What follows belongs to an exercise in optimizing a design on an open flow for small area, a short achievable clock period and few clock cycles; a production flow would make more cautious choices. The RTL was checked by simulation tests, not by an equivalence proof against the original design. No activity file was given, so power comes from the tool's default toggle rates.

==> flow/design.v <==
module wordstuf_core (
    input  wire        clk,
    input  wire        rst,
    input  wire        cmd_valid,
    output wire        cmd_ready,
    input  wire [39:0] cmd,
    output reg         rsp_valid,
    output reg         rsp_err,
    output reg         rsp_flag,
    output reg  [31:0] rsp_value
);
    localparam [31:0] MARKER_WORD = 32'hCAFEB8DA;
    localparam [7:0]  MK0 = 8'hDA, MK1 = 8'hB8, MK2 = 8'hFE, MK3 = 8'hCA;
    localparam [7:0] OP_ENC_OFFSET = 8'h01;
    localparam [7:0] OP_DEC_OFFSET = 8'h02;
    localparam [7:0] OP_SCAN_SETW  = 8'h10;
    localparam [7:0] OP_SCAN_GETW  = 8'h11;
    localparam [7:0] OP_SCAN_START = 8'h12;
    localparam [7:0] OP_SCAN_BYTE  = 8'h13;
    localparam [7:0] OP_DEC_INIT   = 8'h20;
    localparam [7:0] OP_DEC_INGEST = 8'h21;
    localparam [7:0] OP_DEC_STATUS = 8'h22;
    localparam [7:0] OP_DEC_LAST   = 8'h23;
    localparam [7:0] OP_ENC_FRAME  = 8'h30;
    localparam [7:0] OP_DST_WRITE  = 8'h40;
    localparam [7:0] OP_DST_READ   = 8'h41;
    localparam [7:0] OP_ENC_WRITE  = 8'h50;
    localparam [7:0] OP_ENC_READ   = 8'h51;
    localparam [2:0] ST_PARSING        = 3'd0;
    localparam [2:0] ST_DST_OVERRUN    = 3'd1;
    localparam [2:0] ST_OFFSET_TOO_BIG = 3'd2;
    localparam [2:0] ST_OFFSET_ODD     = 3'd4;
    function [7:0] mk_lane(input [1:0] k, input [1:0] a);
        case (k - a)
            2'd0: mk_lane = MK0;
            2'd1: mk_lane = MK1;
            2'd2: mk_lane = MK2;
            default: mk_lane = MK3;
        endcase
    endfunction
    function [15:0] quad_rows(input [5:0] a);
        integer q;
        reg [3:0] r1;
        begin
            r1 = a[5:2] + 4'd1;
            for (q = 0; q < 4; q = q + 1)
                quad_rows[q*4 +: 4] = (q < a[1:0]) ? r1 : a[5:2];
        end
    endfunction
    reg        v_q;
    reg        f_scan;            
    reg        p_v;               
    reg        f_last;            
    reg        f_wr;              
    reg        f_wd;              
    reg        busy;              
    wire hold = v_q & busy;
    assign cmd_ready = !rst & !hold;
    wire [7:0]  in_op  = cmd[39:32];
    wire [31:0] in_arg = cmd[31:0];
    reg in_legal;
    always @(*) begin
        case (in_op)
            OP_ENC_OFFSET, OP_DEC_OFFSET, OP_SCAN_SETW:
                in_legal = 1'b1;
            OP_SCAN_GETW, OP_SCAN_START, OP_DEC_STATUS, OP_DEC_LAST:
                in_legal = (in_arg == 32'd0);
            OP_SCAN_BYTE, OP_DEC_INGEST:
                in_legal = (in_arg[31:8] == 24'd0);
            OP_DEC_INIT:
                in_legal = (in_arg[31:7] == 25'd0) && (in_arg[6:0] >= 7'd8) && (in_arg[6:0] <= 7'd64);
            OP_ENC_FRAME:
                in_legal = (in_arg[31:6] == 26'd0) && (in_arg[5:0] <= 6'd56);
            OP_DST_WRITE, OP_ENC_WRITE:
                in_legal = (in_arg[31:14] == 18'd0);
            OP_DST_READ, OP_ENC_READ:
                in_legal = (in_arg[31:14] == 18'd0) && (in_arg[7:0] == 8'd0);
            default:
                in_legal = 1'b0;
        endcase
    end
    reg [31:0] arg;
    reg        legal;
    reg        is_enc_offset, is_dec_offset, is_scan_setw, is_scan_getw, is_scan_start,
               is_scan_byte, is_dec_init, is_ingest, is_dec_status, is_dec_last,
               is_enc_frame, is_dst_write, is_dst_read, is_enc_write, is_enc_read;
    always @(posedge clk) begin
        if (!hold) begin
            arg           <= in_arg;
            legal         <= in_legal;
            is_enc_offset <= (in_op == OP_ENC_OFFSET);
            is_dec_offset <= (in_op == OP_DEC_OFFSET);
            is_scan_setw  <= (in_op == OP_SCAN_SETW);
            is_scan_getw  <= (in_op == OP_SCAN_GETW);
            is_scan_start <= (in_op == OP_SCAN_START);
            is_scan_byte  <= (in_op == OP_SCAN_BYTE);
            is_dec_init   <= (in_op == OP_DEC_INIT);
            is_ingest     <= (in_op == OP_DEC_INGEST);
            is_dec_status <= (in_op == OP_DEC_STATUS);
            is_dec_last   <= (in_op == OP_DEC_LAST);
            is_enc_frame  <= (in_op == OP_ENC_FRAME);
            is_dst_write  <= (in_op == OP_DST_WRITE);
            is_dst_read   <= (in_op == OP_DST_READ);
            is_enc_write  <= (in_op == OP_ENC_WRITE);
            is_enc_read   <= (in_op == OP_ENC_READ);
        end
    end
    always @(posedge clk) begin
        if (rst) v_q <= 1'b0;
        else if (!hold) v_q <= cmd_valid;
    end
    wire [7:0]  in_b   = arg[7:0];
    wire [5:0]  idx    = arg[13:8];
    wire        exec   = v_q & !busy;
    wire        ok     = exec & legal;
    reg [7:0]  dst [0:63];
    reg [7:0]  enc [0:63];
    reg [31:0] scn_w;
    reg [31:0] scn_p;
    reg        dec_ovr;           
    reg [2:0]  dec_last;
    reg [6:0]  dec_cur;
    reg [1:0]  dec_k;             
    reg [6:0]  dec_cap;
    reg [5:0]  walk_n;            
    reg [6:0]  walk_t;            
    reg [6:0]  wf_b0;             
    reg        wf_big;            
    reg        wf_huge;           
    reg [5:0]  enc_len;
    reg [3:0]  enc_row;           
    reg [6:0]  enc_rem;           
    reg [23:0] enc_carry;         
    reg [3:0]  p_hitv;            
    reg        p_last;            
    reg [5:0]  enc_dist;          
    reg [5:0]  enc_slot;          
    wire [15:0] walk_rows = quad_rows(walk_n);
    wire [15:0] dst_rrows = f_wr ? walk_rows : {4{idx[5:2]}};
    wire [3:0]  enc_rrow  = f_scan ? enc_row : idx[5:2];
    wire [7:0]  dst_lane [0:3];
    wire [7:0]  enc_lane [0:3];
    genvar gk, gm;
    generate
        for (gk = 0; gk < 4; gk = gk + 1) begin : g_rd
            wire [3:0] dr = dst_rrows[gk*4 +: 4];
            assign dst_lane[gk] = dst[{dr, gk[1:0]}];
            assign enc_lane[gk] = enc[{enc_rrow, gk[1:0]}];
        end
    endgenerate
    wire dec_complete = (dec_k == 2'd3) && (in_b == MK3);
    wire [1:0] dec_k_next = (in_b == MK0) ? 2'd1 :
                            (in_b == MK1 && dec_k == 2'd1) ? 2'd2 :
                            (in_b == MK2 && dec_k == 2'd2) ? 2'd3 : 2'd0;
    wire dec_room = (dec_cur < dec_cap);
    wire [7:0] h0 = dst[0], h1 = dst[1], h2 = dst[2], h3 = dst[3];
    wire       h_big  = (h1 != 8'd0) || (h2 != 8'd0) || (h3[6:0] != 7'd0);
    wire [6:0] h_t    = dec_cur - 7'd7;              
    wire       h_c0   = (dec_cur == 7'd3);
    wire       h_odd0 = (dec_cur < 7'd7);            
    wire       h_end  = !h_big && (h0[6:0] == h_t);
    wire       h_odd  = h_big || ({1'b0, h0[6:0]} + 8'd4 > {1'b0, h_t});
    wire [5:0] h_n    = h0[5:0] + 6'd4;
    wire       h_walk = dec_complete && !dec_ovr && !h_c0 && !h_odd0 && !h3[7] && !h_end && !h_odd;
    wire [1:0] wa = walk_n[1:0];
    reg  [7:0] f0;
    reg        f_big, f_huge;
    integer k;
    always @(*) begin
        f0 = 8'd0; f_big = 1'b0; f_huge = 1'b0;
        for (k = 0; k < 4; k = k + 1) begin
            if (k[1:0] == wa)        f0 = dst_lane[k];
            if (k[1:0] == wa + 2'd1) f_big = f_big | (dst_lane[k] != 8'd0);
            if (k[1:0] == wa + 2'd2) f_big = f_big | (dst_lane[k] != 8'd0);
            if (k[1:0] == wa + 2'd3) begin
                f_big  = f_big | (dst_lane[k][6:0] != 7'd0);
                f_huge = dst_lane[k][7];
            end
        end
    end
    wire       w_end  = !wf_big && (wf_b0 == walk_t);
    wire       w_odd  = wf_big || ({1'b0, wf_b0} + 8'd4 > {1'b0, walk_t});
    wire       w_stop = wf_huge || w_end || w_odd;
    wire [5:0] w_n    = walk_n + wf_b0[5:0] + 6'd4;
    wire [6:0] w_t    = walk_t - wf_b0 - 7'd4;
    wire [55:0] ewin = {enc_lane[3], enc_lane[2], enc_lane[1], enc_lane[0], enc_carry};
    reg  [3:0]  e_hitv;
    integer j;
    always @(*) begin
        for (j = 0; j < 4; j = j + 1)
            e_hitv[j] = (ewin[j*8 +: 32] == MARKER_WORD) && !enc_rem[6] && (enc_rem[5:0] >= j[5:0]);
    end
    wire       e_last = enc_rem[6] || (enc_rem[5:0] <= 6'd3);
    wire       p_hit  = |p_hitv;
    wire [1:0] p_j    = p_hitv[1] ? 2'd1 : p_hitv[2] ? 2'd2 : p_hitv[3] ? 2'd3 : 2'd0;
    wire       p_done = p_v && p_last && !p_hit;      
    wire       enc_link_now = f_last || (p_v && (p_hit || p_last));
    wire [5:0] link_d = (p_v && p_hit) ? (enc_dist + {4'd0, p_j}) : (enc_len - enc_slot);
    reg  [15:0] dst_wrows, enc_wrows;
    reg  [3:0]  dst_wlanes, enc_wlanes;
    reg         dst_we, enc_we;
    reg  [7:0]  dst_wd [0:3];
    reg  [7:0]  enc_wd [0:3];
    always @(*) begin
        for (k = 0; k < 4; k = k + 1) dst_wd[k] = in_b;
        if (f_wd) begin
            dst_wrows  = walk_rows;
            dst_wlanes = 4'b1111;
            for (k = 0; k < 4; k = k + 1) dst_wd[k] = mk_lane(k[1:0], walk_n[1:0]);
            dst_we     = !wf_huge;
        end else if (is_dst_write) begin
            dst_wrows  = {4{idx[5:2]}};
            dst_wlanes = 4'b0001 << idx[1:0];
            dst_we     = ok;
        end else begin
            dst_wrows  = {4{dec_cur[5:2]}};
            dst_wlanes = 4'b0001 << dec_cur[1:0];
            dst_we     = ok && is_ingest && !dec_complete && !dec_ovr && dec_room;
        end
        for (k = 0; k < 4; k = k + 1) enc_wd[k] = in_b;
        if (busy) begin
            enc_wrows  = quad_rows(enc_slot);
            enc_wlanes = 4'b1111;
            for (k = 0; k < 4; k = k + 1)
                enc_wd[k] = (k[1:0] == enc_slot[1:0]) ? {2'b0, link_d} : 8'd0;
            enc_we     = enc_link_now;
        end else if (is_enc_frame) begin
            enc_wrows  = quad_rows(arg[5:0] + 6'd4);
            enc_wlanes = 4'b1111;
            for (k = 0; k < 4; k = k + 1) enc_wd[k] = mk_lane(k[1:0], arg[1:0]);
            enc_we     = ok;
        end else begin
            enc_wrows  = {4{idx[5:2]}};
            enc_wlanes = 4'b0001 << idx[1:0];
            enc_we     = ok && is_enc_write;
        end
    end
    generate
        for (gk = 0; gk < 4; gk = gk + 1) begin : g_wr
            for (gm = 0; gm < 16; gm = gm + 1) begin : g_row
                wire d_sel = dst_wlanes[gk] && (dst_wrows[gk*4 +: 4] == gm);
                wire e_sel = enc_wlanes[gk] && (enc_wrows[gk*4 +: 4] == gm);
                always @(posedge clk) begin
                    if (d_sel && dst_we) dst[gm*4+gk] <= dst_wd[gk];
                    if (e_sel && enc_we) enc[gm*4+gk] <= enc_wd[gk];
                end
            end
        end
    endgenerate
    wire [31:0] scn_w_next = {in_b, scn_w[31:8]};
    wire [31:0] scn_p_next = scn_p + 32'd1;
    reg        r_valid, r_err, r_flag;
    reg [31:0] r_value;
    always @(*) begin
        r_valid = 1'b0; r_err = 1'b0; r_flag = 1'b0; r_value = 32'd0;
        if (exec) begin
            r_valid = 1'b1;
            if (!legal) r_err = 1'b1;
            else begin
                if (is_enc_offset) r_value = {arg[30:7], 1'b0, arg[6:0]};
                if (is_dec_offset) begin
                    r_flag  = arg[31];
                    r_value = {1'b0, arg[31:8], arg[6:0]};
                end
                if (is_scan_getw) r_value = scn_w;
                if (is_scan_byte) begin
                    r_flag  = (scn_w_next == MARKER_WORD);
                    r_value = scn_p_next;
                end
                if (is_ingest) begin
                    if (h_walk)
                        r_valid = 1'b0;              
                    else if (dec_complete && !dec_ovr && !h_c0 && !h_odd0 && !h3[7] && h_end) begin
                        r_flag  = 1'b1;
                        r_value = {25'd0, h_t};
                    end
                end
                if (is_dec_status) r_value = {31'd0, dec_ovr};
                if (is_dec_last)   r_value = {29'd0, dec_last};
                if (is_enc_frame)  r_valid = 1'b0;   
                if (is_dst_read)   r_value = {24'd0, dst_lane[idx[1:0]]};
                if (is_enc_read)   r_value = {24'd0, enc_lane[idx[1:0]]};
            end
        end
        if (f_wd && w_stop) begin
            r_valid = 1'b1;
            if (!wf_huge && w_end) begin
                r_flag  = 1'b1;
                r_value = {25'd0, dec_cur - 7'd7};
            end
        end
        if (f_last || p_done) begin
            r_valid = 1'b1;
            r_value = {26'd0, enc_len} + 32'd8;
        end
    end
    always @(posedge clk) begin
        rsp_err   <= r_err;
        rsp_flag  <= r_flag;
        rsp_value <= r_value;
        if (rst) rsp_valid <= 1'b0;
        else     rsp_valid <= r_valid;
    end
    always @(posedge clk) begin
        if (rst)
            busy <= 1'b0;
        else
            busy <= f_scan || f_wr || (f_wd && !w_stop) || (p_v && p_last && p_hit) ||
                    (ok && is_enc_frame) || (ok && is_ingest && h_walk);
    end
    always @(posedge clk) begin
        if (rst) begin
            f_scan   <= 1'b0;
            p_v      <= 1'b0;
            f_last   <= 1'b0;
            f_wr     <= 1'b0;
            f_wd     <= 1'b0;
            scn_w    <= 32'd0;
            scn_p    <= 32'd0;
            dec_ovr  <= 1'b0;
            dec_last <= ST_PARSING;
            dec_cur  <= 7'd0;
            dec_k    <= 2'd0;
            dec_cap  <= 7'd64;
        end else begin
            if (ok) begin
                if (is_scan_setw)  scn_w <= arg;
                if (is_scan_start) scn_p <= 32'd0;
                if (is_scan_byte) begin
                    scn_w <= scn_w_next;
                    scn_p <= scn_p_next;
                end
                case (1'b1)
                    is_dec_init: begin
                        dec_cap  <= arg[6:0];
                        dec_ovr  <= 1'b0;
                        dec_cur  <= 7'd0;
                        dec_k    <= 2'd0;
                        dec_last <= ST_PARSING;
                    end
                    is_ingest: begin
                        if (!dec_complete) begin
                            dec_k <= dec_k_next;
                            if (!dec_ovr) begin
                                if (dec_room) dec_cur <= dec_cur + 7'd1;
                                else          dec_ovr <= 1'b1;
                            end
                        end else begin
                            dec_k   <= 2'd0;
                            dec_ovr <= 1'b0;
                            dec_cur <= 7'd0;
                            if (dec_ovr)
                                dec_last <= ST_DST_OVERRUN;
                            else if (h_c0)
                                ;                            
                            else if (h_odd0)
                                dec_last <= ST_OFFSET_ODD;
                            else if (h3[7])
                                dec_last <= ST_OFFSET_TOO_BIG;
                            else if (h_end)
                                dec_last <= ST_PARSING;
                            else if (h_odd)
                                dec_last <= ST_OFFSET_ODD;
                            else begin
                                dec_cur <= dec_cur;
                                f_wr    <= 1'b1;
                            end
                        end
                    end
                    is_enc_frame: begin
                        if (arg[5:0] == 6'd0) f_last <= 1'b1;
                        else                  f_scan <= 1'b1;
                    end
                    default: ;
                endcase
            end
            if (f_wr) begin
                f_wr <= 1'b0;
                f_wd <= 1'b1;
            end
            if (f_wd) begin
                f_wd <= 1'b0;
                if (w_stop) begin
                    dec_cur  <= 7'd0;
                    dec_last <= wf_huge ? ST_OFFSET_TOO_BIG : w_end ? ST_PARSING : ST_OFFSET_ODD;
                end else begin
                    f_wr <= 1'b1;
                end
            end
            p_v <= f_scan;
            if (f_scan && e_last) f_scan <= 1'b0;
            if (p_v && p_last && p_hit) f_last <= 1'b1;
            if (f_last) f_last <= 1'b0;
        end
    end
    always @(posedge clk) begin
        wf_b0   <= f0[6:0];
        wf_big  <= f_big;
        wf_huge <= f_huge;
        p_hitv  <= e_hitv;
        p_last  <= e_last;
        if (!busy) begin
            walk_n    <= h_n;
            walk_t    <= h_t - {1'b0, h0[6:0]} - 7'd4;
            enc_len   <= arg[5:0];
            enc_row   <= 4'd1;
            enc_rem   <= {1'b0, arg[5:0]} - 7'd1;
            enc_carry <= 24'd0;
            enc_dist  <= 6'd61;                  
            enc_slot  <= 6'd0;
        end else begin
            if (f_wd) begin
                walk_n    <= w_n;
                walk_t    <= w_t;
            end
            if (f_scan) begin
                enc_row   <= enc_row + 4'd1;
                enc_rem   <= enc_rem - 7'd4;
                enc_carry <= ewin[55:32];
            end
            if (p_v) begin
                if (p_hit) begin
                    enc_slot <= {enc_row, 2'b00} - 6'd7 + {4'd0, p_j};
                    enc_dist <= 6'd0 - {4'd0, p_j};
                end else begin
                    enc_dist <= enc_dist + 6'd4;
                end
            end
        end
    end
endmodule
==> flow/flow/run.sh <==
#!/bin/bash
# The standard layout (standard.sh, all steps), with one change: the buffers
# that ORFS puts on every input and output port are sky130_fd_sc_hd__buf_2
# instead of the platform's default delay buffer. The whole flow's output is
# kept in flow_standard.log in the work folder; ORFS's per-step logs are under
# orfs/logs.
set -euo pipefail
export BUFFER_PORTS_ARGS="-buffer_cell sky130_fd_sc_hd__buf_2"
bash standard.sh > flow_standard.log 2>&1
==> flow/standard.sh <==
#!/bin/bash
# synth_recipe.tcl (not shown) runs the flow's synth.tcl, then flattens the netlist and writes it again
# the make line also repeats each setting of config.mk as NAME=value (left out here)
make -C /OpenROAD-flow-scripts/flow DESIGN_CONFIG=/design/flow/config.mk WORK_HOME=/design/flow/orfs CLKGATE_MAP_FILE= SYNTH_SCRIPT=/design/flow/synth_recipe.tcl "${@:-finish}"
==> flow/config.mk <==
export PLATFORM = sky130hd
export DESIGN_NAME = wordstuf_core
export DESIGN_NICKNAME = wordstuf_core
export VERILOG_FILES = /design/flow/design.v
export SDC_FILE = /design/flow/constraint.sdc
export NUM_CORES = 4
export LEC_CHECK = 0
export CAP_MARGIN = 20
export CORE_MARGIN = 2
export CORE_UTILIZATION = 60
export CTS_BUF_LIST = sky130_fd_sc_hd__clkbuf_8
export CTS_CLUSTER_DIAMETER = 35
export CTS_CLUSTER_SIZE = 10
export SLEW_MARGIN = 20
==> flow/constraint.sdc <==
create_clock -name core_clock -period 12.0 [get_ports {clk}]
set_input_delay 2.4000 -clock core_clock [delete_from_list [all_inputs] [get_ports {clk}]]
set_output_delay 2.4000 -clock core_clock [all_outputs]
set_load 0.01 [all_outputs]
==> results of run 1 <==
[tightest hold or removal path: cells and delay by family, from the launching register on]
| kind | cells | cell delay (ns) |
|---|---|---|
| flip-flops | 1 | 0.31 |
| AND/OR/NAND/NOR | 1 | 0.05 |
| AO/OA/AOI/OAI | 1 | 0.05 |
[worst max-delay path by stage]
stage                     slack, ns  from         to  cells past startpoint
after floorplan                6.32   rst  cmd_ready                      4
after global placement         6.70   rst  cmd_ready                      3
final                          6.69   rst  cmd_ready                      3
after detailed placement       6.69   rst  cmd_ready                      3
after global routing           6.40  f_wr     wf_big                     12
after CTS                      6.69   rst  cmd_ready                      3
[power by group through the flow]
stage	registers, mW	clock network [mW]	logic, mW
3_3_place_gp	4.94	0	0.539
6_report	4.84	3.78	0.563
4_1_cts	4.84	3.80	0.546
5_1_grt	4.84	4.00	0.584
2_1_floorplan	4.93	0	0.307
3_5_place_dp	4.94	0	0.543
[area by class of cell]
type / instances / share of cell area
Sequential cell: 1278 / 0.580
Multi-Input combinational cell: 2927 / 0.306
Clock buffer: 203 / 0.0443
Tap cell: 1265 / 0.0251
Clock inverter: 133 / 0.0197
Timing Repair Buffer: 189 / 0.0194
Inverter: 95 / 0.00565
Antenna cell: 4 / 0.000159
[registers in the layout, summed over array words and instances (netlist names), 2 cells and up]
register	flops
arg	32
dec_cap	7
dec_cur	7
dec_k	2
dec_last	3
dst	512
enc	512
enc_carry	24
enc_dist	6
enc_len	6
enc_rem	7
enc_row	4
enc_slot	6
p_hitv	4
rsp_value	32
scn_p	32
scn_w	32
walk_n	6
walk_t	7
wf_b0	7
[synth_stat cells, drive strengths merged (12+ instances only)]
| cell type | number | share of area |
|---|---|---|
| nand2 | 325 | 0.021 |
| nand3b | 26 | 0.0034 |
| inv | 93 | 0.0061 |
| o21ai | 139 | 0.012 |
| a211oi | 114 | 0.015 |
| a41oi | 18 | 0.0028 |
| xor2 | 37 | 0.0057 |
| o211ai | 14 | 0.0018 |
| mux2 | 32 | 0.0063 |
| nor3 | 83 | 0.0073 |
| nand3 | 141 | 0.012 |
| or3 | 13 | 0.0014 |
| or2 | 16 | 0.0018 |
| and4 | 13 | 0.0020 |
| nor2 | 525 | 0.035 |
| and3 | 23 | 0.0025 |
| edfxtp | 1098 | 0.58 |
| a32o | 12 | 0.0021 |
| xnor2 | 75 | 0.012 |
| o32a | 14 | 0.0025 |
| nor4 | 37 | 0.0042 |
| and2 | 32 | 0.0035 |
| a21oi | 207 | 0.018 |
| o21a | 15 | 0.0020 |
| a221o | 13 | 0.0023 |
| a32oi | 19 | 0.0029 |
| a221oi | 41 | 0.0065 |
| nand4 | 43 | 0.0047 |
| a31oi | 51 | 0.0058 |
| nor2b | 27 | 0.0030 |
| a22oi | 181 | 0.024 |
| a2111oi | 12 | 0.0019 |
| o22ai | 41 | 0.0045 |
| a22o | 44 | 0.0067 |
| nor3b | 14 | 0.0018 |
| mux4 | 19 | 0.0075 |
| a222oi | 59 | 0.010 |
| mux2i | 135 | 0.024 |
| nand2b | 28 | 0.0031 |
| dfxtp | 180 | 0.063 |
| a21o | 61 | 0.0081 |
| buf | 70 | 0.0061 |
| clkbuf | 197 | 0.013 |
| ha | 96 | 0.021 |
[cells in the final DEF, fill, tap and decap left out, types with 26 or more instances in the layout]
| cell type | count |
|---|---|
| a211oi_1 | 112 |
| a21o_1 | 60 |
| a21oi_1 | 203 |
| a221oi_1 | 39 |
| a222oi_1 | 59 |
| a22o_1 | 44 |
| a22oi_1 | 174 |
| a31oi_1 | 50 |
| and2_1 | 30 |
| buf_2 | 77 |
| buf_4 | 110 |
| clkbuf_8 | 203 |
| dfxtp_1 | 177 |
| edfxtp_1 | 1098 |
| ha_1 | 96 |
| inv_1 | 123 |
| mux2_2 | 32 |
| mux2i_1 | 132 |
| nand2_1 | 321 |
| nand2b_1 | 28 |
| nand3_1 | 141 |
| nand3b_1 | 26 |
| nand4_1 | 43 |
| nor2_1 | 504 |
| nor2b_1 | 27 |
| nor3_1 | 83 |
| nor4_1 | 35 |
| o21ai_0 | 123 |
| o22ai_1 | 39 |
| xnor2_1 | 73 |
| xor2_1 | 37 |
[through the flow]
stage	hold slack, ns	setup slack, ns
final	0.457	6.69
after global routing	0.479	6.40
after CTS	0.456	6.69
after detailed placement	0.447	6.69
after global placement	0.442	6.70
after floorplan	0.436	6.32
[metal layers]
metal	up-vias	track usage	wire [µm]
li1	17950	-	-
met1	19965	0.472	67000
met2	2445	0.588	85100
met3	521	0.0698	17100
met4	4	0.185	9910
met5	-	0	27
[cell families (layout without fill, tap and decap cells)]
group                      count (synthesis)  count (layout)
adders and majority gates                101             101
muxes                                    186             186
buffers and inverters                    362             620
AOI/OAI and AO/OA                       1137            1137
DFF                                     1278            1278
xor gates and xnor gates                 113             113
and+or+nand+nor                         1390            1390
other                                      0               4
==> metrics.yaml, run 1 <==
finish:
  multi_input_area_um2: 19300
  instances_no_fill: 6094
  design_area_um2: 63100
  nFillCells: 7106
  finalNetCount: 4825
  drive_gt1_frac: 0.129
  syn_to_final_growth_pct: 10.5
  seq_area_um2: 36600
  final_util: 0.666
setup_path:
  critPathCaptureType: "output port"
  r2r-start: "f_wr"
  cp_top_family: "buffers and inverters"
  cp_max_fo: 28
  cp-start-kind: "primary input"
  reg2regPathDepth: 12
  reg2reg_to: "wf_big"
  cp_slowest_cell: "buf_4"
  critPathBufInv: 2
  cp.required_ns: 9.60
  path_cells: "buf_4 > a21oi_1 > buf_2"
  slowest_delay_ns: 0.29
  arrival_ns: 2.91
  rrSetupSlack_ns: 6.75
  worstSetupPathType: "primary input to output port"
sta:
  post-route-period-util: 0.442
  rsz0062_at_grt: "no"
  post-route-min-period_ns: 5.31
  slew_headroom: 0.196
  clock.fmax_ghz: 0.188
  maxSlewViolCount: 0
  setup_viol: 0
  finalHoldViolCount: 0
  tns_ns: 0
  skew_ns: 0.0452
  tightest_slew_ns: 1.20
synth:
  synth_compound_area_frac: 0.142
  ys_seq_area_frac: 0.640
  synthMuxAreaShare: 0.0377
  synth-seq-cells: 1278
  synth_edf_count: 1098
  synthSimpleGateAreaFrac: 0.114
  synth_nets: 4711
  syn-cell-area_um2: 57100
  avgSynthCellArea_um2: 12.5
  postSynthCellCount: 4567
  synth_ff_type: "edfxtp_1"
  async_flop_share: 0
  synth-xor-area-share: 0.0178
  yosys.cell_types.count: 100
  yosysWarnings: 5
  synth_top_family_by_area: "compound AO/OA/AOI/OAI gates"
  synthAdderAreaFrac: 0.0228
power_and_ir_drop:
  p_sw_frac: 0.238
  fin_total_pwr_mw: 9.18
  power_density_nw_per_um2: 145
  power_frac_clock: 0.411
  seqPwrFrac: 0.527
  leakagePower_nw: 21.2
  vdd_drop_max_mv: 0.125
  p_sw_mw: 2.19
  p_int_mw: 6.99
  comb_power_share: 0.061
clock_tree:
  postCtsResizedCells: 0
  post-cts-setup-buffers: 0
  cts_hold_buf: 0
  clock-root-buffer: "clkbuf_8"
  cts_buffers: 190
  clk_pin_slew_worst_paths_ns: 0.06
  cts_tree: "yes"
  cts.htree.levels: 4
  clk_latency_ns: 0.90
  clk_path_buf_depth: 3
  cts.sinks: 1278
routing:
  drt-initial-drc-count: 5413
  avgViaCountPerCell: 6.71
  detail-route-antenna-nets: 0
  via_count: 40885
  drc: 0
  drt_pass1_iterations: 7
  wl_um: 179000
  wl_per_cell_um: 29.4
grt:
  grt_max_degree: 91
  grt_pass1_vias: 38936
  grt_pass1_wl_um: 261000
  antenna_found_initial: 6
  gr-usage-all-layers: 0.364
  grt_overflow: 0
die:
  start_util: 0.603
  ios: 79
  chipWidth_um: 313
  rows: 113
  design.die.area_um2: 97700
  fp.dieH_um: 313
  coreArea_um2: 94700
place:
  port_buffers: 78
  routabilityCongestion: 0.970
  place_area_um2: 59000
  hpwlAfterDp_um: 120000
  dp_cells: 5752
min_path:
  whs_path_depth: 2
  hp-start: "dec_cap[2]"
  hold_end: "dec_cap[2]"
  hold_class: "flip-flop to flip-flop"
status:
  status: "no timing/DRC/antenna violations"
job:
  maxCapViolCount: 0
Testbench counts, summed over its fixed seeds: cycles 47,848.
==> run 2, diff against run 1 <==
==> flow/flow/run.sh (replaced) <==
#!/bin/bash
# The standard layout (standard.sh, all steps), with these changes to how the
# layout is made:
#  - the buffers that ORFS puts on every input and output port are
#    sky130_fd_sc_hd__buf_2 instead of the platform's default delay buffer;
#  - the pin placer keeps rst, cmd_valid and cmd_ready together, since
#    cmd_ready is a short function of rst;
#  - clock tree synthesis uses clkbuf_8 buffers on small sink clusters and
#    inserts no dummy loads.
# The whole flow's output is kept in flow_standard.log in the work folder;
# ORFS's per-step logs are under orfs/logs.
set -euo pipefail
export BUFFER_PORTS_ARGS="-buffer_cell sky130_fd_sc_hd__buf_2"
export PLACE_PINS_ARGS="-group_pins {rst cmd_ready cmd_valid}"
export CTS_ARGS="-sink_clustering_enable -repair_clock_nets -dont_use_dummy_load -buf_list sky130_fd_sc_hd__clkbuf_8 -sink_clustering_size 10 -sink_clustering_max_diameter 35"
bash standard.sh > flow_standard.log 2>&1
--- a/flow/config.mk
+++ b/flow/config.mk
@@ -8,7 +8,4 @@
 export CAP_MARGIN = 20
 export CORE_MARGIN = 2
 export CORE_UTILIZATION = 60
-export CTS_BUF_LIST = sky130_fd_sc_hd__clkbuf_8
-export CTS_CLUSTER_DIAMETER = 35
-export CTS_CLUSTER_SIZE = 10
 export SLEW_MARGIN = 20
==> run 2 against run 1 <==
Net effect: still clean on timing, DRC and antenna; combinational power about the same; area after synthesis unchanged; wire length down 0.80%; sequential share of layout area up 1.3 points; first-iteration DRC count down 0.48%; synthesized cell count unchanged; count of clock-buffer cells in the layout down 11; global-route usage down 0.42 points; fmax down 8.5%; hold slack better by 0.0035 ns; clock power down 24%.
==> metrics.yaml, run 2 <==
setup_path:
  cp.required_ns: 9.60
  critPathBufInv: 2
  cp_slowest_cell: "buf_4"
  cp_max_fo: 89
  cp_top_family: "buffers and inverters"
  path_cells: "buf_4 > a21oi_1 > buf_2"
  slowest_delay_ns: 0.73
  cp-start-kind: "primary input"
  critPathCaptureType: "output port"
  worstSetupPathType: "primary input to output port"
  arrival_ns: 3.40
clock_tree:
  cts.sinks: 1278
  clk_pin_slew_worst_paths_ns: 0.07
  clk_path_buf_depth: 3
  cts_tree: "yes"
  cts_hold_buf: 0
  clk_latency_ns: 0.90
  clock-root-buffer: "clkbuf_8"
  cts.htree.levels: 4
  postCtsResizedCells: 0
  post-cts-setup-buffers: 0
  cts_buffers: 192
min_path:
  hold_class: "flip-flop to flip-flop"
sta:
  setup_viol: 0
  rsz0062_at_grt: "no"
  post-route-period-util: 0.483
  setup_slack_ns: 6.20
  finalHoldViolCount: 0
  slew_headroom: 0.126
  clock.fmax_ghz: 0.172
  tightest_slew_ns: 1.31
  post-route-min-period_ns: 5.80
  maxSlewViolCount: 0
  tns_ns: 0
  skew_ns: 0.0885
power_and_ir_drop:
  vdd_drop_max_mv: 0.125
  power_density_nw_per_um2: 135
  leakagePower_nw: 20.4
finish:
  drive_gt1_frac: 0.111
  nFillCells: 7199
  final_cell_mix: "edfxtp_1, nor2_1, nand2_1"
  final_common_cell: "edfxtp_1"
  finalNetCount: 4821
  final_util: 0.651
  syn_to_final_growth_pct: 8.00
  top_regs: "dst: 512 flops, enc: 512 flops"
synth:
  synth.most_common_cell: "edfxtp_1"
  yosysWarnings: 5
  avgSynthCellArea_um2: 12.5
  synth_top_area_cell: "edfxtp_1"
  synthMuxAreaShare: 0.0377
  synthSimpleGateAreaFrac: 0.114
  synth_compound_area_frac: 0.142
  synth_edf_count: 1098
  synthTopCellsByCount: "edfxtp_1, nor2_1, nand2_1, a21oi_1, clkbuf_1"
  postSynthCellCount: 4567
  synth-xor-area-share: 0.0178
  synth_nets: 4711
  syn-cell-area_um2: 57100
  synth_ff_type: "edfxtp_1"
  synth_top_area_share: 0.577
  synth_top_family_by_area: "compound AO/OA/AOI/OAI gates"
  synthAdderAreaFrac: 0.0228
  ys_seq_area_frac: 0.640
  synth-seq-cells: 1278
  synth_area_leaders: "edfxtp_1, dfxtp_1, nor2_1"
  async_flop_share: 0
  yosys.cell_types.count: 100
place:
  dp_slack_ns: 6.18
  hpwlAfterDp_um: 120000
  port_buffers: 78
  routabilityCongestion: 0.926
grt:
  grt_max_degree: 90
  gr-usage-all-layers: 0.359
  antenna_found_initial: 4
  grt_overflow: 0
  grt_pass1_wl_um: 257000
  grt_pass1_vias: 38043
routing:
  drc: 0
  via_count: 40508
  drt-initial-drc-count: 5387
  drt_pass1_iterations: 6
  wl_um: 178000
  detail-route-antenna-nets: 0
  wl_per_cell_um: 29.9
  avgViaCountPerCell: 6.81
die:
  fp.dieH_um: 313
  rows: 113
  coreArea_um2: 94700
  design.die.area_um2: 97700
  start_util: 0.603
  chipWidth_um: 313
  ios: 79
job:
  maxCapViolCount: 0
status:
  status: "no timing/DRC/antenna violations"
run 2: cell types whose count changed in the layout (fill, tap and decap cells not counted), moves of 3 or more:
cell,previous run,this run
inv_1,123,92
clkinv_2,23,0
bufinv_16,19,0
clkinvlp_4,17,0
clkinv_1,16,2
inv_6,13,0
clkinv_4,12,0
clkbuf_8,203,192
buf_4,110,103
inv_8,3,0
run 2: cells by family after synthesis:
kind of cell / after synthesis
fa+ha+maj: 101
simple gates: 1390
flops: 1278
xor+xnor: 113
mux: 186
compound gates: 1137
buf+inv: 362
run 2: layout make-up:
| cell class | count | area, µm² | area share |
|---|---|---|---|
| multi-input cells | 2927 | 19300 | 0.313 |
| repair buffers | 183 | 1190 | 0.0193 |
| inverters | 95 | 357 | 0.00578 |
| well taps | 1265 | 1580 | 0.0257 |
| flip-flops and latches | 1278 | 36600 | 0.593 |
| diodes | 4 | 10.0 | 0.000162 |
| clock buffers | 192 | 2640 | 0.0428 |
run 2: power breakdown:
group | leakage, nW | switching, mW | internal (mW)
clock network | 1.38 | 1.49 | 1.40
logic | 7.54 | 0.401 | 0.160
registers | 11.5 | 0.0159 | 4.83
total | 20.4 | 1.91 | 6.39
run 2: worst paths after layout:
check                           startpoint           end  slack (ns)  cells past startpoint
worst max-delay path                   rst     cmd_ready        6.20                      3
worst min-delay path            dec_cap[1]    dec_cap[1]        0.46                      2
worst max register to register   walk_n[1]  rsp_value[7]        6.71                     12
worst min register to register  dec_cap[1]    dec_cap[1]        0.46                      2
run 2: worst reg2reg max path, cell delays in order, from the launching register on:
cell       delay [ns]
edfxtp_1         0.61
inv_1            0.26
ha_1             0.61
mux2i_1          0.54
a21o_1           0.84
mux2i_1          0.29
o32ai_1          0.09
a2111oi_0        0.70
a21oi_1          0.34
nor2b_1          0.23
a211oi_1         0.34
o31a_1           0.22
nor3_1           0.06
run 2: per-stage QoR:
step	instances	hold slack (ns)	power, mW	area (µm²)
global route	5944	0.484	8.52	61700
CTS	5939	0.458	8.31	61600
global placement	5742	0.445	5.48	58900
detailed placement	5747	0.449	5.48	59000
floorplan	4567	0.436	5.24	57100
finish	5944	0.460	8.30	61700
run 2: layer usage:
layer / up-vias / global-route usage / routed length (µm)
met5: - / 0 / 0
met3: 473 / 0.0608 / 15700
met1: 19980 / 0.474 / 68200
met2: 2286 / 0.584 / 84800
met4: 0 / 0.171 / 8980
li1: 17769 / - / -
==> run 3, diff against run 2 <==
--- a/flow/config.mk
+++ b/flow/config.mk
@@ -7,5 +7,5 @@
 export LEC_CHECK = 0
 export CAP_MARGIN = 20
 export CORE_MARGIN = 2
-export CORE_UTILIZATION = 60
+export CORE_UTILIZATION = 70
 export SLEW_MARGIN = 20
==> run 3 against run 2 <==
Net effect: critical endpoint unchanged; global-route usage is 5.9 points higher; setup slack worse by 0.0078 ns; critical path depth unchanged; wire length down 0.64%; sequential power about the same; via count grew 3.2%.
==> metrics.yaml, run 3 <==
synth:
  synth_top_family_by_area: "compound AO/OA/AOI/OAI gates"
  synthSimpleGateAreaFrac: 0.114
  synth_top_area_share: 0.577
  synth_nets: 4711
  synth_area_leaders: "edfxtp_1, dfxtp_1, nor2_1"
  synthTopCellsByCount: "edfxtp_1, nor2_1, nand2_1, a21oi_1, clkbuf_1"
  postSynthCellCount: 4567
  avgSynthCellArea_um2: 12.5
  synthMuxAreaShare: 0.0377
  ys_seq_area_frac: 0.640
  synth_top_area_cell: "edfxtp_1"
  synthAdderAreaFrac: 0.0228
  synth.most_common_cell: "edfxtp_1"
  yosysWarnings: 5
  synth-seq-cells: 1278
  syn-cell-area_um2: 57100
  async_flop_share: 0
  synth_edf_count: 1098
  synth-xor-area-share: 0.0178
  yosys.cell_types.count: 100
  synth_compound_area_frac: 0.142
  synth_ff_type: "edfxtp_1"
power_and_ir_drop:
  p_int_mw: 6.29
  leakagePower_nw: 20.4
  seqPwrFrac: 0.592
  comb_power_share: 0.069
  p_sw_frac: 0.232
  power_frac_clock: 0.339
  fin_total_pwr_mw: 8.18
  vdd_drop_max_mv: 0.144
  p_sw_mw: 1.90
  power_density_nw_per_um2: 133
setup_path:
  reg2regPathDepth: 11
  worstSetupPathType: "primary input to output port"
  arrival_ns: 3.41
  rrSetupSlack_ns: 6.72
  cp_max_fo: 89
  reg2reg_to: "rsp_value[5]"
  startpoint: "rst"
  cp.required_ns: 9.60
  cp-start-kind: "primary input"
  critPathCaptureType: "output port"
  r2r-start: "walk_n[1]"
clock_tree:
  clk_latency_ns: 0.88
  cts.htree.levels: 4
  postCtsResizedCells: 0
  clock-root-buffer: "clkbuf_8"
  cts_tree: "yes"
  cts_hold_buf: 0
  clk_path_buf_depth: 3
  cts.sinks: 1278
  clk_pin_slew_worst_paths_ns: 0.05
  cts_buffers: 177
  post-cts-setup-buffers: 0
place:
  routabilityCongestion: 1.01
  hpwlAfterDp_um: 119000
  port_buffers: 78
finish:
  syn_to_final_growth_pct: 7.31
  finalNetCount: 4823
  drive_gt1_frac: 0.109
  multi_input_area_um2: 19300
  nFillCells: 5130
  top_regs: "dst: 512 flops, enc: 512 flops"
  seq_area_um2: 36600
  final_cell_mix: "edfxtp_1, nor2_1, nand2_1"
  final_common_cell: "edfxtp_1"
routing:
  detail-route-antenna-nets: 0
  drc: 0
  drt_pass1_iterations: 7
  drt-initial-drc-count: 6888
  avgViaCountPerCell: 7.29
  wl_per_cell_um: 30.8
  via_count: 41816
  wl_um: 177000
job:
  maxCapViolCount: 0
min_path:
  whs_path_depth: 2
  hold_end: "dec_cap[5]"
  hp-start: "dec_cap[5]"
  hold_class: "flip-flop to flip-flop"
grt:
  grt_overflow: 0
  antenna_found_initial: 6
  grt_pass1_vias: 39724
  gr-usage-all-layers: 0.419
  grt_pass1_wl_um: 255000
  grt_max_degree: 93
sta:
  post-route-period-util: 0.484
  clock.fmax_ghz: 0.172
  slew_headroom: 0.182
  tns_ns: 0
  finalHoldViolCount: 0
  tightest_slew_ns: 1.22
  setup_viol: 0
  maxSlewViolCount: 0
  post-route-min-period_ns: 5.81
  rsz0062_at_grt: "no"
  skew_ns: 0.100
  hold-worst-slack_ns: 0.456
die:
  fp.dieH_um: 290
  chipWidth_um: 290
  rows: 104
  coreArea_um2: 80700
  ios: 79
  design.die.area_um2: 83900
  start_util: 0.708
status:
  status: "no timing/DRC/antenna violations"
==> run 3: cells by family (layout without fill, tap and decap cells) <==
family                   after synthesis  in the layout
AO/OA/AOI/OAI                       1137           1137
XOR/XNOR                             113            113
adder cells (fa/ha/maj)              101            101
buffers and inverters                362            472
flip-flops                          1278           1278
multiplexers                         186            186
other                                  0              3
AND/OR/NAND/NOR                     1390           1390
==> run 3: area by class of cell <==
cell class | count | area share
inverter | 95 | 0.00582
tap | 1060 | 0.0216
timing repair buffer | 200 | 0.0214
multi-input combinational | 2927 | 0.315
clock buffer | 177 | 0.0397
antenna | 3 | 0.000122
sequential | 1278 | 0.597
==> run 3: worst max-delay path by stage <==
stage / to / slack, ns
after detailed placement: cmd_ready / 6.18
after global placement: cmd_ready / 6.21
after floorplan: cmd_ready / 6.32
final: cmd_ready / 6.19
after CTS: cmd_ready / 6.17
after global routing: cmd_ready / 6.10
==> run 3: layer usage <==
layer	vias to the layer above	track usage	routed length, µm
met5	-	0.0136	195
met4	8	0.185	8490
met3	612	0.112	26300
met2	3387	0.629	78700
met1	20034	0.579	62800
li1	17775	-	-
==> run 3: critical path, cell delays in order <==
cell and delay [ns]:
buf_4 0.74, a21oi_1 0.07, buf_2 0.19
==> run 3: metrics by stage <==
step	setup WS [ns]	area (µm²)	cells	utilization
detailed placement	6.18	58800	5556	0.729
global placement	6.21	58800	5556	0.729
finish	6.19	61300	5740	0.760
floorplan	6.32	57100	4567	-
CTS	6.17	61200	5733	0.759
global route	6.10	61300	5739	0.760
==> run 3: power by group through the flow <==
| stage | Sequential, mW | Clock [mW] | Combinational, mW |
|---|---|---|---|
| 2_1_floorplan | 4.93 | 0 | 0.307 |
| 3_3_place_gp | 4.94 | 0 | 0.531 |
| 3_5_place_dp | 4.94 | 0 | 0.540 |
| 4_1_cts | 4.85 | 2.75 | 0.542 |
| 5_1_grt | 4.84 | 2.92 | 0.584 |
| 6_report | 4.85 | 2.77 | 0.568 |
==> run 4, diff against run 3 <==
--- a/flow/design.v
+++ b/flow/design.v
@@ -135,9 +135,9 @@
     reg        p_last;            
     reg [5:0]  enc_dist;          
     reg [5:0]  enc_slot;          
+    reg  [15:0] dst_rrows;
+    reg  [3:0]  enc_rrow;
     wire [15:0] walk_rows = quad_rows(walk_n);
-    wire [15:0] dst_rrows = f_wr ? walk_rows : {4{idx[5:2]}};
-    wire [3:0]  enc_rrow  = f_scan ? enc_row : idx[5:2];
     wire [7:0]  dst_lane [0:3];
     wire [7:0]  enc_lane [0:3];
     genvar gk, gm;
@@ -301,20 +301,42 @@
         if (rst) rsp_valid <= 1'b0;
         else     rsp_valid <= r_valid;
     end
+    wire start_walk = ok && is_ingest && h_walk;
+    wire start_scan = ok && is_enc_frame && (arg[5:0] != 6'd0);
+    wire start_last = ok && is_enc_frame && (arg[5:0] == 6'd0);
+    wire f_scan_n   = (f_scan && !e_last) || start_scan;
+    wire p_v_n      = f_scan;
+    wire f_last_n   = start_last || (p_v && p_last && p_hit);
+    wire f_wr_n     = start_walk || (f_wd && !w_stop);
+    wire f_wd_n     = f_wr;
     always @(posedge clk) begin
-        if (rst)
-            busy <= 1'b0;
-        else
-            busy <= f_scan || f_wr || (f_wd && !w_stop) || (p_v && p_last && p_hit) ||
-                    (ok && is_enc_frame) || (ok && is_ingest && h_walk);
+        if (rst) begin
+            f_scan <= 1'b0;
+            p_v    <= 1'b0;
+            f_last <= 1'b0;
+            f_wr   <= 1'b0;
+            f_wd   <= 1'b0;
+            busy   <= 1'b0;
+        end else begin
+            f_scan <= f_scan_n;
+            p_v    <= p_v_n;
+            f_last <= f_last_n;
+            f_wr   <= f_wr_n;
+            f_wd   <= f_wd_n;
+            busy   <= f_scan_n || p_v_n || f_last_n || f_wr_n || f_wd_n;
+        end
     end
+    wire [31:0] arg_n     = (v_q && busy) ? arg : in_arg;
+    wire [5:0]  walk_n_n  = !busy ? h_n : f_wd ? w_n : walk_n;
+    wire [3:0]  enc_row_n = !busy ? 4'd1 : f_scan ? enc_row + 4'd1 : enc_row;
     always @(posedge clk) begin
-        if (rst) begin
-            f_scan   <= 1'b0;
-            p_v      <= 1'b0;
-            f_last   <= 1'b0;
-            f_wr     <= 1'b0;
-            f_wd     <= 1'b0;
+        dst_rrows <= f_wr_n ? quad_rows(walk_n_n) : {4{arg_n[13:10]}};
+        enc_rrow  <= f_scan_n ? enc_row_n : arg_n[13:10];
+    end
+    reg rst_q;
+    always @(posedge clk) rst_q <= rst;
+    always @(posedge clk) begin
+        if (rst_q) begin
             scn_w    <= 32'd0;
             scn_p    <= 32'd0;
             dec_ovr  <= 1'b0;
@@ -330,67 +352,43 @@
                     scn_w <= scn_w_next;
                     scn_p <= scn_p_next;
                 end
-                case (1'b1)
-                    is_dec_init: begin
-                        dec_cap  <= arg[6:0];
-                        dec_ovr  <= 1'b0;
-                        dec_cur  <= 7'd0;
-                        dec_k    <= 2'd0;
-                        dec_last <= ST_PARSING;
-                    end
-                    is_ingest: begin
-                        if (!dec_complete) begin
-                            dec_k <= dec_k_next;
-                            if (!dec_ovr) begin
-                                if (dec_room) dec_cur <= dec_cur + 7'd1;
-                                else          dec_ovr <= 1'b1;
-                            end
-                        end else begin
-                            dec_k   <= 2'd0;
-                            dec_ovr <= 1'b0;
-                            dec_cur <= 7'd0;
-                            if (dec_ovr)
-                                dec_last <= ST_DST_OVERRUN;
-                            else if (h_c0)
-                                ;                            
-                            else if (h_odd0)
-                                dec_last <= ST_OFFSET_ODD;
-                            else if (h3[7])
-                                dec_last <= ST_OFFSET_TOO_BIG;
-                            else if (h_end)
-                                dec_last <= ST_PARSING;
-                            else if (h_odd)
-                                dec_last <= ST_OFFSET_ODD;
-                            else begin
-                                dec_cur <= dec_cur;
-                                f_wr    <= 1'b1;
-                            end
+                if (is_dec_init) begin
+                    dec_cap  <= arg[6:0];
+                    dec_ovr  <= 1'b0;
+                    dec_cur  <= 7'd0;
+                    dec_k    <= 2'd0;
+                    dec_last <= ST_PARSING;
+                end
+                if (is_ingest) begin
+                    if (!dec_complete) begin
+                        dec_k <= dec_k_next;
+                        if (!dec_ovr) begin
+                            if (dec_room) dec_cur <= dec_cur + 7'd1;
+                            else          dec_ovr <= 1'b1;
                         end
+                    end else begin
+                        dec_k   <= 2'd0;
+                        dec_ovr <= 1'b0;
+                        if (!h_walk) dec_cur <= 7'd0;
+                        if (dec_ovr)
+                            dec_last <= ST_DST_OVERRUN;
+                        else if (h_c0)
+                            ;                            
+                        else if (h_odd0)
+                            dec_last <= ST_OFFSET_ODD;
+                        else if (h3[7])
+                            dec_last <= ST_OFFSET_TOO_BIG;
+                        else if (h_end)
+                            dec_last <= ST_PARSING;
+                        else if (h_odd)
+                            dec_last <= ST_OFFSET_ODD;
                     end
-                    is_enc_frame: begin
-                        if (arg[5:0] == 6'd0) f_last <= 1'b1;
-                        else                  f_scan <= 1'b1;
-                    end
-                    default: ;
-                endcase
-            end
-            if (f_wr) begin
-                f_wr <= 1'b0;
-                f_wd <= 1'b1;
-            end
-            if (f_wd) begin
-                f_wd <= 1'b0;
-                if (w_stop) begin
-                    dec_cur  <= 7'd0;
-                    dec_last <= wf_huge ? ST_OFFSET_TOO_BIG : w_end ? ST_PARSING : ST_OFFSET_ODD;
-                end else begin
-                    f_wr <= 1'b1;
                 end
             end
-            p_v <= f_scan;
-            if (f_scan && e_last) f_scan <= 1'b0;
-            if (p_v && p_last && p_hit) f_last <= 1'b1;
-            if (f_last) f_last <= 1'b0;
+            if (f_wd && w_stop) begin
+                dec_cur  <= 7'd0;
+                dec_last <= wf_huge ? ST_OFFSET_TOO_BIG : w_end ? ST_PARSING : ST_OFFSET_ODD;
+            end
         end
     end
     always @(posedge clk) begin
--- a/flow/config.mk
+++ b/flow/config.mk
@@ -7,5 +7,5 @@
 export LEC_CHECK = 0
 export CAP_MARGIN = 20
 export CORE_MARGIN = 2
-export CORE_UTILIZATION = 70
+export CORE_UTILIZATION = 60
 export SLEW_MARGIN = 20
==> run 4 against run 3 <==
Net effect: non-clock buffer count increased by 3; fmax rose by 8.5%; clock skew is 0.015 ns lower; setup slack improved by 0.45 ns; register-to-register slack improved by 0.56 ns; global-route usage is 5.9 points lower; wire length grew 2.8%; die area is 19% higher; sequential share of layout area down 1.1 points; total power rose by 3.8%; largest cell class unchanged.
==> metrics.yaml, run 4 <==
die:
  design.die.area_um2: 99900
  ios: 79
  rows: 114
  start_util: 0.605
  chipWidth_um: 316
  fp.dieH_um: 316
  coreArea_um2: 96600
setup_path:
  cp_max_fo: 10
  slowest_delay_ns: 0.20
  cp_common_cell: "buf_2"
  cp.required_ns: 9.60
  critPathBufInv: 2
  cp_slowest_cell: "a21oi_1"
  arrival_ns: 2.95
  critPathCaptureType: "output port"
  path_cells: "buf_2 > a21oi_1 > buf_2"
  cp-start-kind: "primary input"
  worstSetupPathType: "primary input to output port"
  cp_top_family: "buffers and inverters"
place:
  dp_cells: 5872
  port_buffers: 78
  dp_slack_ns: 6.67
  routabilityCongestion: 0.947
  hpwlAfterDp_um: 123000
synth:
  synth_area_leaders: "edfxtp_1, dfxtp_1, nor2_1"
  yosys.cell_types.count: 94
  postSynthCellCount: 4689
  async_flop_share: 0
  synth_edf_count: 1092
  synth_top_area_cell: "edfxtp_1"
  synth_ff_type: "edfxtp_1"
  yosysWarnings: 5
  synth_top_area_share: 0.561
  synthTopCellsByCount: "edfxtp_1, nor2_1, nand2_1, clkbuf_1"
  synth-seq-cells: 1299
  ys_seq_area_frac: 0.632
  synth.most_common_cell: "edfxtp_1"
  avgSynthCellArea_um2: 12.5
  syn-cell-area_um2: 58400
  synth_nets: 4834
sta:
  finalHoldViolCount: 0
  maxSlewViolCount: 0
  clock.fmax_ghz: 0.187
  setup_viol: 0
  slew_headroom: 0.158
  setup_slack_ns: 6.65
  tightest_slew_ns: 1.25
  skew_ns: 0.0846
  tns_ns: 0
  post-route-min-period_ns: 5.35
  rsz0062_at_grt: "no"
  post-route-period-util: 0.446
finish:
  final_cell_mix: "edfxtp_1, nor2_1, nand2_1"
  finalNetCount: 4941
  drive_gt1_frac: 0.119
  final_common_cell: "edfxtp_1"
  nFillCells: 7417
  syn_to_final_growth_pct: 7.99
  instances_no_fill: 6073
  top_regs: "dst: 512 flops, enc: 512 flops"
clock_tree:
  postCtsResizedCells: 0
  cts_hold_buf: 0
  clk_pin_slew_worst_paths_ns: 0.06
  clk_latency_ns: 0.89
  cts.sinks: 1299
  post-cts-setup-buffers: 0
  cts.htree.levels: 4
  clk_path_buf_depth: 3
  cts_tree: "yes"
  clock-root-buffer: "clkbuf_8"
  cts_buffers: 197
grt:
  grt_pass1_vias: 38540
  gr-usage-all-layers: 0.360
  antenna_found_initial: 2
  grt_pass1_wl_um: 262000
  grt_max_degree: 85
  grt_overflow: 0
power_and_ir_drop:
  power_density_nw_per_um2: 135
  leakagePower_nw: 21.1
  fin_total_pwr_mw: 8.50
  vdd_drop_max_mv: 0.110
min_path:
  hold_class: "flip-flop to flip-flop"
routing:
  wl_per_cell_um: 29.9
  drt_pass1_iterations: 8
  via_count: 41397
  detail-route-antenna-nets: 0
  wl_um: 181000
  drt-initial-drc-count: 5851
  avgViaCountPerCell: 6.82
  drc: 0
status:
  status: "no timing/DRC/antenna violations"
job:
  maxCapViolCount: 0
## run 4: changes by cell type after synthesis, sizes merged, moves of 23 or more
cell / change
inv: +23
o21ai: +30
mux2: +42
a21o: -24
nor2b: +59
a222oi: -39
nor3: -23
clkbuf: +23
dfxtp: +27
nor2: -46
a22oi: -24
nand2: -54
## run 4: power by group
part           internal [mW]  total [mW]  switching (mW)
clock network           1.43        2.98            1.55
logic                  0.174       0.587           0.412
registers               4.90        4.93          0.0247
total                   6.51        8.50            1.98
## run 4: through the flow
step                utilization  hold WS (ns)  instance area [µm²]
floorplan                     -         0.424                58400
global placement          0.625         0.444                60300
detailed placement        0.625         0.450                60300
CTS                       0.653         0.457                63100
global route              0.653         0.471                63100
finish                    0.654         0.460                63100
## run 4: per-layer routing
metal,wire [µm],GRT usage
met5,0,0
met4,5540,0.113
met3,19400,0.0712
met2,82000,0.548
met1,74600,0.527
## run 4: kinds of logic (layout without fill, tap and decap cells)
| group | count (synthesis) | in the layout | synth area share |
|---|---|---|---|
| compound gates | 1118 | 1118 | 0.134 |
| xor+xnor | 116 | 116 | 0.0176 |
| fa+ha+maj | 102 | 102 | 0.0225 |
| buf+inv | 414 | 519 | 0.0285 |
| flops | 1299 | 1299 | 0.632 |
| mux | 246 | 246 | 0.0470 |
| other cells | 0 | 3 | 0 |
| simple gates | 1394 | 1394 | 0.118 |
## run 4: layout make-up
class,instances,area (µm²),area share
timing repair buffer,203,1330,0.0211
inverter,119,447,0.00708
clock buffer,197,2710,0.0430
multi-input combinational,2976,20100,0.318
tap,1276,1600,0.0253
antenna,3,7.51,0.000119
sequential,1299,37000,0.586
## run 4: final timing paths
check                      end        from  slack, ns  depth (start not counted)
setup / recovery     cmd_ready         rst       6.65                          3
hold / removal      dec_cap[5]  dec_cap[5]       0.46                          2
setup reg to reg  rsp_value[9]  dec_cur[0]       7.28                         10
hold reg to reg     dec_cap[5]  dec_cap[5]       0.46                          2
## run 4: worst min-delay path, delay by kind of cell, from the launching register on
kind             cells  cell delay, ns
AO/OA/AOI/OAI        1            0.05
flip-flops           1            0.31
AND/OR/NAND/NOR      1            0.05
Testbench counts of run 4, summed over its fixed seeds: cycles 47,848.
==> run 5, diff against run 4 <==
--- a/flow/flow/run.sh
+++ b/flow/flow/run.sh
@@ -12,5 +12,5 @@
 set -euo pipefail
 export BUFFER_PORTS_ARGS="-buffer_cell sky130_fd_sc_hd__buf_2"
 export PLACE_PINS_ARGS="-group_pins {rst cmd_ready cmd_valid}"
-export CTS_ARGS="-sink_clustering_enable -repair_clock_nets -dont_use_dummy_load -buf_list sky130_fd_sc_hd__clkbuf_8 -sink_clustering_size 10 -sink_clustering_max_diameter 35"
+export CTS_ARGS="-sink_clustering_enable -repair_clock_nets -dont_use_dummy_load -buf_list sky130_fd_sc_hd__clkbuf_8 -sink_clustering_size 16 -sink_clustering_max_diameter 45"
 bash standard.sh > flow_standard.log 2>&1
--- a/flow/config.mk
+++ b/flow/config.mk
@@ -7,5 +7,5 @@
 export LEC_CHECK = 0
 export CAP_MARGIN = 20
 export CORE_MARGIN = 2
-export CORE_UTILIZATION = 60
+export CORE_UTILIZATION = 70
 export SLEW_MARGIN = 20
==> run 5 against run 4 <==
Net effect: die area down 14%; sequential share of layout area up 1.1 points; setup slack better by 0.091 ns; clock power down 18%; fmax up 1.7%; synthesized cell count unchanged; utilization up 9.9 points; global-route usage up 3.2 points; hold slack worse by 0.0010 ns; total power down 6.6%; combinational power down 1%; area after synthesis unchanged; critical path type unchanged; largest cell class unchanged.
==> metrics.yaml, run 5 <==
status:
  status: "no timing/DRC/antenna violations"
grt:
  grt_max_degree: 82
  grt_overflow: 0
  grt.busiest_layer: "met2"
  grt_pass1_vias: 39210
  gr-usage-all-layers: 0.393
  antenna_found_initial: 4
  met1_usage: 0.555
  use_met2: 0.594
  grt_pass1_wl_um: 249000
  grtUsageMet3: 0.0992
synth:
  async_flop_share: 0
  yosys.cell_types.count: 94
  synth.most_common_cell: "edfxtp_1"
  ys_seq_area_frac: 0.632
  synthTopCellsByCount: "edfxtp_1, nor2_1, nand2_1, clkbuf_1"
  synth_nets: 4834
  synth_edf_count: 1092
  yosysWarnings: 5
  synth_top_area_share: 0.561
  synth_area_leaders: "edfxtp_1, dfxtp_1, nor2_1"
  synth_top_area_cell: "edfxtp_1"
  synth-seq-cells: 1299
  synth_ff_type: "edfxtp_1"
  avgSynthCellArea_um2: 12.5
  syn-cell-area_um2: 58400
  postSynthCellCount: 4689
power_and_ir_drop:
  vdd_drop_max_mv: 0.137
  leakagePower_nw: 20.6
  power_density_nw_per_um2: 128
  fin_total_pwr_mw: 7.93
place:
  routabilityCongestion: 0.987
  port_buffers: 78
  hpwlAfterDp_um: 113000
  dp_slack_ns: 6.73
sta:
  slew_headroom: 0.221
  rsz0062_at_grt: "no"
  tightest_slew_ns: 1.16
  finalHoldViolCount: 0
  clock.fmax_ghz: 0.190
  skew_ns: 0.122
  post-route-min-period_ns: 5.26
  tns_ns: 0
  setup_viol: 0
  setup_slack_ns: 6.74
  maxSlewViolCount: 0
  post-route-period-util: 0.439
clock_tree:
  clk_latency_ns: 0.85
  clock-root-buffer: "clkbuf_8"
  cts.htree.levels: 4
  cts.sinks: 1299
  clk_path_buf_depth: 3
  postCtsResizedCells: 0
  post-cts-setup-buffers: 0
  clk_pin_slew_worst_paths_ns: 0.06
  cts_buffers: 138
  cts_hold_buf: 0
  cts_tree: "yes"
finish:
  nFillCells: 5392
  final_cell_mix: "edfxtp_1, nor2_1, nand2_1"
  syn_to_final_growth_pct: 6.04
  seq_area_um2: 37000
  finalNetCount: 4875
  final_common_cell: "edfxtp_1"
  multi_input_area_um2: 20000
  top_regs: "dst: 512 flops, enc: 512 flops"
  drive_gt1_frac: 0.106
routing:
  detail-route-antenna-nets: 0
  wl_um: 169000
  wl_per_cell_um: 29.1
  drc: 0
  via_count: 41108
  drt-initial-drc-count: 6188
  avgViaCountPerCell: 7.09
  drt_pass1_iterations: 7
min_path:
  hp-start: "dec_cap[3]"
  hold_class: "flip-flop to flip-flop"
die:
  start_util: 0.709
  rows: 105
  chipWidth_um: 293
  fp.dieH_um: 293
  design.die.area_um2: 85800
  coreArea_um2: 82400
  ios: 79
setup_path:
  worstSetupPathType: "primary input to output port"
  r2r-start: "enc_rrow[3]"
  cp_max_fo: 10
  cp-start-kind: "primary input"
  critPathCaptureType: "output port"
  startpoint: "rst"
  cp.required_ns: 9.60
  arrival_ns: 2.86
job:
  maxCapViolCount: 0
run 5: final cells by class:
class                           instances  share of cell area
Antenna cell                            1           0.0000404
Clock buffer                          138              0.0307
Inverter                              119             0.00721
Multi-Input combinational cell       2976               0.324
Sequential cell                      1299               0.596
Tap cell                             1070              0.0216
Timing Repair Buffer                  196              0.0206
run 5: worst paths after layout:
path	cells after the start	slack, ns	endpoint
min	2	0.46	dec_cap[3]
max	3	6.74	cmd_ready
max reg2reg	10	7.42	rsp_value[1]
min reg2reg	2	0.46	dec_cap[3]
run 5: cells by family after synthesis:
family	count (synthesis)	share of synthesized area
AO/OA/AOI/OAI	1118	0.134
adder cells (fa/ha/maj)	102	0.0225
XOR/XNOR	116	0.0176
multiplexers	246	0.0470
AND/OR/NAND/NOR	1394	0.118
buffers and inverters	414	0.0285
flip-flops	1299	0.632
run 5: report_power, final:
| part | internal, mW | leakage [nW] | switching (mW) |
|---|---|---|---|
| sequential | 4.89 | 11.6 | 0.0259 |
| clock | 1.02 | 0.992 | 1.41 |
| combinational | 0.175 | 7.99 | 0.406 |
run 5: routing by layer:
metal,routed length (µm),vias up,part of all wire
li1,-,17948,-
met1,63100,19836,0.37
met2,75500,2866,0.45
met3,23100,454,0.14
met4,6780,4,0.040
met5,31,-,0.00018
run 5: stage by stage:
step | util | hold slack [ns] | area (µm²) | instances
after global routing | 0.752 | 0.471 | 62000 | 5799
after CTS | 0.752 | 0.456 | 61900 | 5798
after detailed placement | 0.729 | 0.448 | 60000 | 5660
after floorplan | - | 0.424 | 58400 | 4689
final | 0.752 | 0.459 | 62000 | 5799
after global placement | 0.729 | 0.444 | 60000 | 5660
run 5: critical path, stage by stage:
cell and delay [ns]:
buf_2 0.17, a21oi_1 0.14, buf_2 0.15

-- separate check: timing with driven ports --
The flow's constraints put no driver on any port. The routed layouts listed below were extracted and timed again, unchanged, in two steps.
Step 1, drivers: a clkbuf_16 drives clk and a buf_2 each remaining input, both assumed.
Step 2, shift: input delay + t, output delay - t, t = (earliest + latest rising clock arrival at the registers) / 2. This alone moves slack from input paths to output paths.
Slacks: no drivers / after step 1 / after step 2; pairs: no drivers / after step 1.
run | shift t [ns] | setup WS [ns] | worst register clock-pin slew, ns | worst slew at a driven data input, ns | cell pins on the clock port's net
run 1 | 0.941 | 6.694 / 6.670 / 6.670 | 0.08 / 0.08 | 0.03 | 1
run 2 | 0.922 | 6.200 / 6.173 / 6.173 | 0.08 / 0.08 | 0.04 | 1
run 3 | 0.898 | 6.192 / 6.153 / 6.153 | 0.07 / 0.07 | 0.07 | 1
run 4 | 0.911 | 6.646 / 6.617 / 6.617 | 0.07 / 0.07 | 0.11 | 1
run 5 | 0.857 | 6.738 / 6.718 / 6.718 | 0.10 / 0.10 | 0.04 | 1
After both steps every run listed still meets setup and hold. The setup slack of run 3, which loses most, moves by -0.039 ns with the drivers and by -0.039 ns with both steps.
